Background: an optimization exercise with open tools, aiming at small area, a short achievable clock period and few clock cycles. Do not read the settings as production practice.
RTL that was checked went through simulation tests only; none was proved equivalent to the original.
Power and IR drop assume default switching activity.

==> flow/design.v <==
module jvs_relay (
    input  wire       clk,
    input  wire       rst,
    input  wire       host_rx_valid,
    input  wire [7:0] host_rx_data,
    output wire       host_rx_ready,
    output wire       host_tx_valid,
    output wire [7:0] host_tx_data,
    input  wire       host_tx_ready,
    input  wire       host_tx_idle,
    input  wire       bus_rx_valid,
    input  wire [7:0] bus_rx_data,
    output wire       bus_rx_ready,
    output wire       bus_tx_valid,
    output wire [7:0] bus_tx_data,
    input  wire       bus_tx_ready,
    input  wire       bus_tx_idle,
    output reg        bus_dir,
    input  wire       bus_sense,
    output reg        status,
    output reg        diag_req,
    output reg  [3:0] diag_code,
    input  wire       diag_done
);
    localparam [7:0] SYNC = 8'hE0;
    localparam [7:0] ESC  = 8'hD0;
    localparam integer LK = 3;
    localparam integer K  = 1 << LK;
    localparam integer LR = 8 - LK;
    localparam integer NR = 1 << LR;
    localparam integer Q  = 8;           
    reg        hrx_rdy;       
    reg        brx_rdy;       
    reg        btx_on;        
    reg        htx_on;        
    reg        btx_vld;       
    reg        htx_vld;       
    reg        hunting;       
    reg        pend;          
    reg        pos_node;      
    reg        pos_len;       
    reg        dlast;         
    reg  [7:0] raw_q;         
    reg        lg_q;          
    reg        pn_q;          
    reg        at_node_q;     
    reg        at_len_q;      
    reg        sync_q;        
    reg  [7:0] sum;           
    reg  [1:0] didx;          
    reg        rb;            
    reg  [7:0] node_q;
    reg  [7:0] len_q;
    reg  [7:0] rem;           
    reg [LK-1:0] ph;          
    reg [LK-1:0] tau0;        
    reg  [7:0] wcnt;          
    reg  [7:0] rcnt;          
    reg  [7:0] btx_q, htx_q;
    reg        half1;         
    reg        esc_e0;        
    reg        last_q;        
    reg  [1:0] hdr;           
    reg  [Q-1:0] qv;          
    reg  [7:0] hq [0:Q-1];    
    reg  [Q-1:0] hl;          
    reg  [7:0] rd_q;          
    reg        rl_q;          
    reg        rdv_q;         
    assign host_rx_ready = hrx_rdy;
    assign bus_rx_ready  = brx_rdy;
    assign host_tx_valid = htx_vld;
    assign bus_tx_valid  = btx_vld;
    assign host_tx_data  = htx_q;
    assign bus_tx_data   = btx_q;
    wire       rx_fire = (hrx_rdy & host_rx_valid) | (brx_rdy & bus_rx_valid);
    wire [7:0] raw     = ({8{hrx_rdy}} & host_rx_data) | ({8{brx_rdy}} & bus_rx_data);
    wire       is_sync = (raw == SYNC);
    wire       is_pfx  = !pend && (raw == ESC);
    wire       rx_log  = rx_fire && !hunting && !is_pfx;     
    wire       pos_dat = !pos_node && !pos_len;
    wire       len_is0 = pend ? (raw == 8'hFF) : (raw == 8'h00);
    wire       len_is1 = pend ? (raw == 8'h00) : (raw == 8'h01);
    wire       rx_end  = rx_log && ((pos_len && len_is0) || (pos_dat && dlast));
    wire [7:0] val_q   = raw_q + {7'd0, pn_q};
    wire       dat_q   = lg_q && !at_node_q && !at_len_q;
    function vq_is(input [7:0] c);
        vq_is = pn_q ? (raw_q == c - 8'd1) : (raw_q == c);
    endfunction
    wire [7:0] sum_add = sum + raw_q + {7'd0, pn_q};
    wire [7:0] sum_now = lg_q ? sum_add : sum;               
    wire [7:0] sum_m1  = sum - 8'd1;
    wire [7:0] want    = pend ? sum_m1 : sum_now;
    wire       match   = (raw == want);
    wire       dl_data = (lg_q && at_len_q) ? vq_is(8'd2) : (dat_q ? (rem == 8'd3) : (rem == 8'd2));
    wire       rb_now  = rb && !(lg_q && at_len_q && !vq_is(8'h03))
                           && !(dat_q && didx == 2'd0 && !vq_is(8'hF0))
                           && !(dat_q && didx == 2'd1 && !vq_is(8'hD9));
    wire       wr_q    = dat_q;
    reg  [7:0]   dl [1:K-1];
    reg  [K-1:1] dv;
    wire [K-1:0] dpend = {dv, wr_q};
    reg  [7:0]   wdata;
    reg  [K-1:0] wtake;       
    integer s;
    always @(*) begin
        wdata = val_q;
        wtake = {{(K-1){1'b0}}, wr_q};
        for (s = 1; s < K; s = s + 1)
            if (dv[s]) begin
                wdata = dl[s];
                wtake = {{(K-1){1'b0}}, 1'b1} << s;
            end
    end
    wire [LK-1:0] wslot = tau0 + wcnt[LK-1:0];
    wire       wen = (|dpend) && ((wcnt == 8'd0) || (ph == wslot));
    wire [LR-1:0] wrow = wcnt[7:LK];
    wire       tx_on   = btx_on | htx_on;
    wire       tx_full = btx_vld | htx_vld;
    wire       tx_fire = (btx_vld & bus_tx_ready) | (htx_vld & host_tx_ready);
    wire       free    = !tx_full || tx_fire;
    wire       hold2   = tx_full && half1;                
    wire       ending  = tx_full && !half1 && last_q;      
    wire       load    = free && !hold2 && !ending;       
    wire       pop     = load && hdr[1] && qv[0];
    wire       room    = pop ? !(qv[Q-1] && rdv_q) : !(qv[Q-1] || (qv[Q-2] && rdv_q));
    wire [LK-1:0] rslot = tau0 + rcnt[LK-1:0] + 1'b1;
    wire       more    = (rcnt != len_q);
    wire       cap     = more && room && (rcnt != wcnt) && (ph == rslot);
    wire       push    = rdv_q;
    wire [7:0] tap [0:NR-1];
    genvar r;
    generate
        for (r = 0; r < NR; r = r + 1) begin : g_ring
            reg [8*K-1:0] cells;
            wire sel = wen && (wrow == r);
            always @(posedge clk)
                cells <= {cells[8*K-9:0], sel ? wdata : cells[8*K-1 -: 8]};
            assign tap[r] = cells[7:0];
        end
    endgenerate
    wire [7:0] arr_out = tap[rcnt[7:LK]];
    wire [7:0] len_m1     = len_q - 8'd1;
    wire       fetch_last = (rcnt == len_m1);
    wire [7:0] h0         = hdr[1] ? hq[0] : (hdr[0] ? len_q : node_q);
    wire       h0_last    = hdr[1] ? hl[0] : (hdr[0] && (len_q == 8'd0));
    wire       h0_esc     = (h0 == 8'hD0) || (h0 == 8'hE0);
    wire [Q:0]   qv_lo    = {qv, 1'b1};            
    wire [Q:0]   qv_hi    = {1'b0, qv};            
    integer i;
    always @(posedge clk) begin
        ph <= ph + 1'b1;
        for (s = 1; s < K; s = s + 1) begin
            dl[s] <= (s == 1) ? val_q : dl[s-1];
            dv[s] <= dpend[s-1] && !(wen && wtake[s-1]);
        end
        if (wen) begin
            wcnt <= wcnt + 8'd1;
            if (wcnt == 8'd0)
                tau0 <= ph;
        end
        if (rst) begin
            hrx_rdy   <= 1'b0;
            brx_rdy   <= 1'b0;
            btx_on    <= 1'b0;
            htx_on    <= 1'b0;
            btx_vld   <= 1'b0;
            htx_vld   <= 1'b0;
            bus_dir   <= 1'b0;
            status    <= 1'b0;
            diag_req  <= 1'b1;
            diag_code <= 4'd1;
            hunting   <= 1'b1;
            pend      <= 1'b0;
            lg_q      <= 1'b0;
            rdv_q     <= 1'b0;
            sync_q    <= 1'b0;
            dv        <= {(K-1){1'b0}};
            ph        <= {LK{1'b0}};
            btx_q     <= SYNC;
            htx_q     <= SYNC;
            half1     <= 1'b0;
            last_q    <= 1'b0;
        end else begin
            if (diag_req && diag_done) begin
                diag_req <= 1'b0;
                if (diag_code == 4'd4) begin
                    htx_on  <= 1'b1;
                    htx_vld <= 1'b1;
                end else begin
                    hrx_rdy <= 1'b1;
                end
            end
            if (!diag_req)
                diag_code <= !hrx_rdy ? 4'd4 : (match ? 4'd3 : 4'd2);
            lg_q      <= rx_log;
            raw_q     <= raw;
            pn_q      <= pend;
            at_node_q <= pos_node;
            at_len_q  <= pos_len;
            sync_q    <= rx_fire && hunting && is_sync;
            if (rx_fire) begin
                if (hunting) begin
                    if (is_sync) begin
                        hunting  <= 1'b0;
                        pend     <= 1'b0;
                        pos_node <= 1'b1;
                        pos_len  <= 1'b0;
                    end
                end else if (is_pfx) begin
                    pend <= 1'b1;
                end else begin
                    pend <= 1'b0;
                    if (pos_node) begin
                        pos_node <= 1'b0;
                        pos_len  <= 1'b1;
                    end else if (pos_len) begin
                        pos_len <= 1'b0;
                        dlast   <= len_is1;
                    end else begin
                        dlast   <= dl_data;
                    end
                    if (rx_end) begin
                        hunting <= 1'b1;
                        hrx_rdy <= 1'b0;
                        brx_rdy <= 1'b0;
                        if (hrx_rdy) begin
                            if (!match) begin
                                diag_req  <= 1'b1;
                            end else if (rb_now && pos_dat) begin
                                diag_req  <= 1'b1;
                            end else begin
                                bus_dir <= 1'b1;
                                status  <= 1'b1;
                                btx_on  <= 1'b1;
                                btx_vld <= 1'b1;
                            end
                        end else begin
                            if (match) begin
                                htx_on  <= 1'b1;
                                htx_vld <= 1'b1;
                            end else begin
                                diag_req  <= 1'b1;
                            end
                        end
                    end
                end
            end
            if (sync_q)
                sum <= 8'd0;
            else
                sum <= sum_now;
            if (lg_q) begin
                if (at_node_q) begin
                    node_q <= val_q;
                    rb     <= vq_is(8'hFF);
                end else if (at_len_q) begin
                    len_q <= val_q;
                    rem   <= val_q;
                    didx  <= 2'd0;
                    rb    <= rb && vq_is(8'h03);
                end else begin
                    rem <= rem - 8'd1;
                    if (didx != 2'd2)
                        didx <= didx + 2'd1;
                    if (didx == 2'd0) rb <= rb && vq_is(8'hF0);
                    if (didx == 2'd1) rb <= rb && vq_is(8'hD9);
                end
            end
            if (!tx_on)
                hdr <= 2'd0;
            if (free && tx_on) begin
                if (hold2) begin
                    if (btx_on) btx_q <= {3'b110, esc_e0, 4'hF};
                    if (htx_on) htx_q <= {3'b110, esc_e0, 4'hF};
                    half1 <= 1'b0;
                end else if (ending) begin
                    btx_on  <= 1'b0;
                    htx_on  <= 1'b0;
                    btx_vld <= 1'b0;
                    htx_vld <= 1'b0;
                    if (btx_on) btx_q <= SYNC;
                    if (htx_on) htx_q <= SYNC;
                    last_q  <= 1'b0;
                end else if (!hdr[1] || qv[0]) begin
                    if (btx_on) btx_q <= h0_esc ? ESC : h0;
                    if (htx_on) htx_q <= h0_esc ? ESC : h0;
                    half1   <= h0_esc;
                    esc_e0  <= h0[5];
                    last_q  <= h0_last;
                    btx_vld <= btx_on;
                    htx_vld <= htx_on;
                    if (!hdr[1])
                        hdr <= hdr + 2'd1;
                end else begin
                    btx_vld <= 1'b0;
                    htx_vld <= 1'b0;
                end
            end
            for (i = 0; i < Q; i = i + 1) begin
                if (pop) begin
                    if (push && qv_hi[i] && !qv_hi[i+1]) begin
                        hq[i] <= rd_q;
                        hl[i] <= rl_q;
                    end else if (i < Q - 1) begin
                        hq[i] <= hq[i+1];
                        hl[i] <= hl[i+1];
                    end
                end else if (push && qv_lo[i] && !qv_hi[i]) begin
                    hq[i] <= rd_q;
                    hl[i] <= rl_q;
                end
            end
            if (pop && !push)
                qv <= {1'b0, qv[Q-1:1]};
            else if (push && !pop)
                qv <= {qv[Q-2:0], 1'b1};
            rd_q  <= arr_out;
            rl_q  <= fetch_last;
            rdv_q <= cap;
            if (cap)
                rcnt <= rcnt + 8'd1;
            if (lg_q && at_len_q) begin
                qv   <= {Q{1'b0}};
                rcnt <= 8'd0;
                wcnt <= 8'd0;
                dv   <= {(K-1){1'b0}};
                rdv_q <= 1'b0;
            end
            if (bus_dir && !btx_on && bus_tx_idle) begin
                bus_dir <= 1'b0;
                brx_rdy <= 1'b1;
            end
            if (status && !bus_dir && !brx_rdy && !htx_on && !diag_req && host_tx_idle) begin
                status  <= 1'b0;
                hrx_rdy <= 1'b1;
            end
        end
    end
    wire unused_sense = bus_sense;
endmodule
export LEC_CHECK = 0
export ABC_AREA = 1
export CAP_MARGIN = 20
export CORE_MARGIN = 2
export CORE_UTILIZATION = 40
export CTS_CLUSTER_DIAMETER = 50
export CTS_CLUSTER_SIZE = 30
export SLEW_MARGIN = 20
export TNS_END_PERCENT = 100
create_clock -name core_clock -period 10.0 [get_ports {clk}]
standard.sh (not shown) runs the stock make flow with config.mk's settings and CLKGATE_MAP_FILE= SYNTH_SCRIPT=/design/flow/synth_recipe.tcl, a recipe that flattens the netlist after the stock synthesis.
==> flow/flow/run.sh <==
#!/bin/bash
set -euo pipefail
bash standard.sh SETUP_SLACK_MARGIN=7 finish > standard_flow.log 2>&1
The starting point finished with timing, DRC and antenna clean.
Testbench counts at the start, summed over its fixed seeds: cycles 33,493.
Change:
--- a/flow/design.v
+++ b/flow/design.v
@@ -55,9 +55,9 @@
     reg [LK-1:0] ph;          
     reg [LK-1:0] tau0;        
     reg  [7:0] wcnt;          
     reg  [7:0] rcnt;          
-    reg  [7:0] btx_q, htx_q;
+    reg  [7:0] tx_q;          
     reg        half1;         
     reg        esc_e0;        
     reg        last_q;        
     reg  [1:0] hdr;           
@@ -70,10 +70,10 @@
     assign host_rx_ready = hrx_rdy;
     assign bus_rx_ready  = brx_rdy;
     assign host_tx_valid = htx_vld;
     assign bus_tx_valid  = btx_vld;
-    assign host_tx_data  = htx_q;
-    assign bus_tx_data   = btx_q;
+    assign host_tx_data  = tx_q;
+    assign bus_tx_data   = tx_q;
     wire       rx_fire = (hrx_rdy & host_rx_valid) | (brx_rdy & bus_rx_valid);
     wire [7:0] raw     = ({8{hrx_rdy}} & host_rx_data) | ({8{brx_rdy}} & bus_rx_data);
     wire       is_sync = (raw == SYNC);
     wire       is_pfx  = !pend && (raw == ESC);
@@ -176,10 +176,9 @@
             rdv_q     <= 1'b0;
             sync_q    <= 1'b0;
             dv        <= {(K-1){1'b0}};
             ph        <= {LK{1'b0}};
-            btx_q     <= SYNC;
-            htx_q     <= SYNC;
+            tx_q      <= SYNC;
             half1     <= 1'b0;
             last_q    <= 1'b0;
         end else begin
             if (diag_req && diag_done) begin
@@ -270,22 +269,19 @@
             if (!tx_on)
                 hdr <= 2'd0;
             if (free && tx_on) begin
                 if (hold2) begin
-                    if (btx_on) btx_q <= {3'b110, esc_e0, 4'hF};
-                    if (htx_on) htx_q <= {3'b110, esc_e0, 4'hF};
+                    tx_q  <= {3'b110, esc_e0, 4'hF};
                     half1 <= 1'b0;
                 end else if (ending) begin
                     btx_on  <= 1'b0;
                     htx_on  <= 1'b0;
                     btx_vld <= 1'b0;
                     htx_vld <= 1'b0;
-                    if (btx_on) btx_q <= SYNC;
-                    if (htx_on) htx_q <= SYNC;
+                    tx_q    <= SYNC;
                     last_q  <= 1'b0;
                 end else if (!hdr[1] || qv[0]) begin
-                    if (btx_on) btx_q <= h0_esc ? ESC : h0;
-                    if (htx_on) htx_q <= h0_esc ? ESC : h0;
+                    tx_q    <= h0_esc ? ESC : h0;
                     half1   <= h0_esc;
                     esc_e0  <= h0[5];
                     last_q  <= h0_last;
                     btx_vld <= btx_on;
Sequential cell count drops by 8.
Fmax barely changes.
Power stays flat.
Synthesized cell count drops by a few percent.
Routed wire length climbs slightly.
Sequential share of layout area drops by 0.17 points.
Core utilization stays flat.
No functional check of the RTL was part of the second run of this note.

* * *

north:
jvs_relay, a different RTL version from the one above (not shown whole).
Size: roughly 4000 cells after synthesis, about 2300 flip-flops, ~58000 um2 of cells after synthesis.
## jvs_relay
module jvs_relay (
    input  wire       clk,
    input  wire       rst,
    input  wire       host_rx_valid,
    input  wire [7:0] host_rx_data,
    output wire       host_rx_ready,
    output wire       host_tx_valid,
    output wire [7:0] host_tx_data,
    input  wire       host_tx_ready,
    input  wire       host_tx_idle,
    input  wire       bus_rx_valid,
    input  wire [7:0] bus_rx_data,
    output wire       bus_rx_ready,
    output wire       bus_tx_valid,
    output wire [7:0] bus_tx_data,
    input  wire       bus_tx_ready,
    input  wire       bus_tx_idle,
    output reg        bus_dir,
    input  wire       bus_sense,
    output reg        status,
    output reg        diag_req,
    output reg  [3:0] diag_code,
    input  wire       diag_done
);
    localparam [7:0] SYNC = 8'hE0;
    localparam [7:0] ESC  = 8'hD0;
    localparam integer LK = 3;
    localparam integer K  = 1 << LK;
    localparam integer LR = 8 - LK;
    localparam integer NR = 1 << LR;
    localparam integer Q  = 8;           
    reg        hrx_rdy;       
    reg        brx_rdy;       
    reg        btx_on;        
    reg        htx_on;        
    reg        btx_vld;       
    reg        htx_vld;       
    reg        hunting;       
    reg        pend;          
    reg        pos_node;      
    reg        pos_len;       
    reg        dlast;         
    reg  [7:0] raw_q;         
    reg        lg_q;          
    reg        pn_q;          
    reg        at_node_q;     
    reg        at_len_q;      
    reg        sync_q;        
    reg  [7:0] sum;           
    reg  [1:0] didx;          
    reg        rb;            
    reg  [7:0] node_q;
    reg  [7:0] len_q;
    reg  [7:0] rem;           
    reg [LK-1:0] ph;          
    reg [LK-1:0] tau0;        
    reg  [7:0] wcnt;          
    reg  [7:0] rcnt;          
    reg  [7:0] tx_q;          
    reg        half1;         
    reg        esc_e0;        
    reg        last_q;        
    reg  [1:0] hdr;           
    reg  [Q-1:0] qv;          
    reg  [7:0] hq [0:Q-1];    
    reg  [Q-1:0] hl;          
    reg  [7:0] rd_q;          
    reg        rl_q;          
    reg        rdv_q;         
    assign host_rx_ready = hrx_rdy;
    assign bus_rx_ready  = brx_rdy;
    assign host_tx_valid = htx_vld;
  ...
export LEC_CHECK = 0
export ABC_CLOCK_PERIOD_IN_PS = 2500
export CAP_MARGIN = 20
export CORE_MARGIN = 2
export CORE_UTILIZATION = 40
export CTS_CLUSTER_DIAMETER = 50
export CTS_CLUSTER_SIZE = 30
export SLEW_MARGIN = 20
export TNS_END_PERCENT = 100
create_clock -name core_clock -period 10.0 [get_ports {clk}]
Scripts as last shown in full above: flow/flow/run.sh
north: flow complete, layout not clean; failing: capacitance limit, slew limit
Input changes introduced in south (baseline for comparison: north):
--- a/flow/design.v
+++ b/flow/design.v
@@ -68,41 +68,37 @@
     reg        rl_q;          
     reg        rdv_q;         
     assign host_rx_ready = hrx_rdy;
     assign bus_rx_ready  = brx_rdy;
     assign host_tx_valid = htx_vld;
     assign bus_tx_valid  = btx_vld;
     assign host_tx_data  = tx_q;
     assign bus_tx_data   = tx_q;
     wire       rx_fire = (hrx_rdy & host_rx_valid) | (brx_rdy & bus_rx_valid);
     wire [7:0] raw     = ({8{hrx_rdy}} & host_rx_data) | ({8{brx_rdy}} & bus_rx_data);
-    wire       is_sync = hrx_rdy ? (host_rx_data == SYNC) : (bus_rx_data == SYNC);
-    wire       is_esc  = hrx_rdy ? (host_rx_data == ESC)  : (bus_rx_data == ESC);
-    wire       is_pfx  = !pend && is_esc;
+    wire       is_sync = (raw == SYNC);
+    wire       is_pfx  = !pend && (raw == ESC);
     wire       rx_log  = rx_fire && !hunting && !is_pfx;     
     wire       pos_dat = !pos_node && !pos_len;
-    function raw_is(input [7:0] c);
-        raw_is = hrx_rdy ? (host_rx_data == c) : (bus_rx_data == c);
-    endfunction
-    wire       len_is0 = pend ? raw_is(8'hFF) : raw_is(8'h00);
-    wire       len_is1 = pend ? raw_is(8'h00) : raw_is(8'h01);
+    wire       len_is0 = pend ? (raw == 8'hFF) : (raw == 8'h00);
+    wire       len_is1 = pend ? (raw == 8'h00) : (raw == 8'h01);
     wire       rx_end  = rx_log && ((pos_len && len_is0) || (pos_dat && dlast));
     wire [7:0] val_q   = raw_q + {7'd0, pn_q};
     wire       dat_q   = lg_q && !at_node_q && !at_len_q;
     function vq_is(input [7:0] c);
         vq_is = pn_q ? (raw_q == c - 8'd1) : (raw_q == c);
     endfunction
     wire [7:0] sum_add = sum + raw_q + {7'd0, pn_q};
     wire [7:0] sum_now = lg_q ? sum_add : sum;               
     wire [7:0] sum_m1  = sum - 8'd1;
     wire [7:0] want    = pend ? sum_m1 : sum_now;
-    wire       match   = hrx_rdy ? (host_rx_data == want) : (bus_rx_data == want);
+    wire       match   = (raw == want);
     wire       dl_data = (lg_q && at_len_q) ? vq_is(8'd2) : (dat_q ? (rem == 8'd3) : (rem == 8'd2));
     wire       rb_now  = rb && !(lg_q && at_len_q && !vq_is(8'h03))
                            && !(dat_q && didx == 2'd0 && !vq_is(8'hF0))
                            && !(dat_q && didx == 2'd1 && !vq_is(8'hD9));
     wire       wr_q    = dat_q;
     reg  [7:0]   dl [1:K-1];
     reg  [K-1:1] dv;
     wire [K-1:0] dpend = {dv, wr_q};
     reg  [7:0]   wdata;
     reg  [K-1:0] wtake;       
@@ -187,22 +183,20 @@
         end else begin
             if (diag_req && diag_done) begin
                 diag_req <= 1'b0;
                 if (diag_code == 4'd4) begin
                     htx_on  <= 1'b1;
                     htx_vld <= 1'b1;
                 end else begin
                     hrx_rdy <= 1'b1;
                 end
             end
-            if (!diag_req)
-                diag_code <= !hrx_rdy ? 4'd4 : (match ? 4'd3 : 4'd2);
             lg_q      <= rx_log;
             raw_q     <= raw;
             pn_q      <= pend;
             at_node_q <= pos_node;
             at_len_q  <= pos_len;
             sync_q    <= rx_fire && hunting && is_sync;
             if (rx_fire) begin
                 if (hunting) begin
                     if (is_sync) begin
                         hunting  <= 1'b0;
@@ -223,34 +217,37 @@
                     end else begin
                         dlast   <= dl_data;
                     end
                     if (rx_end) begin
                         hunting <= 1'b1;
                         hrx_rdy <= 1'b0;
                         brx_rdy <= 1'b0;
                         if (hrx_rdy) begin
                             if (!match) begin
                                 diag_req  <= 1'b1;
+                                diag_code <= 4'd2;
                             end else if (rb_now && pos_dat) begin
                                 diag_req  <= 1'b1;
+                                diag_code <= 4'd3;
                             end else begin
                                 bus_dir <= 1'b1;
                                 status  <= 1'b1;
                                 btx_on  <= 1'b1;
                                 btx_vld <= 1'b1;
                             end
                         end else begin
                             if (match) begin
                                 htx_on  <= 1'b1;
                                 htx_vld <= 1'b1;
                             end else begin
                                 diag_req  <= 1'b1;
+                                diag_code <= 4'd4;
                             end
                         end
                     end
                 end
             end
             if (sync_q)
                 sum <= 8'd0;
             else
                 sum <= sum_now;
             if (lg_q) begin
Results
south finished every stage and its layout cleared the timing, design-rule and antenna checks. The synthesized cell count reported for south is greater than that of north by 3.8%. Diff north -> south: count of clock buffers in the final design dropped about 15%, detailed-routing wirelength on met1 down 4.8%, met2 wire length decreased by about 11% relative to the old numbers. Per the comparison of south with north, cell area after technology mapping now sits at about the same level; critical path depth now sits higher; number of buffers added by the clock tree synthesis step now sits lower; fmax now sits at about the same level. north and south ended up with roughly the same clock transition at the registers of the reported paths. Compound-gate portion of the synthesized area (higher): south. The lower final hold slack of north and south is in south.
Testbench counts of south, summed over its fixed seeds: cycles 33,493.
No functional check of the RTL was part of north.

## afterwards: timing with drivers on the ports
The flow's constraints put no driver on any port. The routed layouts listed below were extracted and timed again, unchanged, in two steps. Step 1, drivers: a clkbuf_16 drives clk and a buf_2 each remaining input, both assumed. Step 2 times the ports against the registers' clock, not the clock port: input delays grow and output delays shrink by t, the midpoint of the rising clock arrivals with the driver on. Slacks: ideal / step 1 / step 2; pairs: ideal / step 1.
run	t, ns	slack for setup (ns)	slew at the worst register clock pin (ns)	cell pins on the clock port's net
the first run of note 1	0.847	6.755 / 6.681 / 6.253	0.10 / 0.10	1
the second run of note 1	0.840	6.755 / 6.683 / 6.241	0.10 / 0.10	1
north	0.856	6.677 / 6.647 / 5.871	0.11 / 0.11	1
south	0.828	6.682 / 6.690 / 5.891	0.11 / 0.11	1
For north, which loses most, drivers alone change the setup slack by -0.030 ns; drivers and shift together by -0.806 ns.
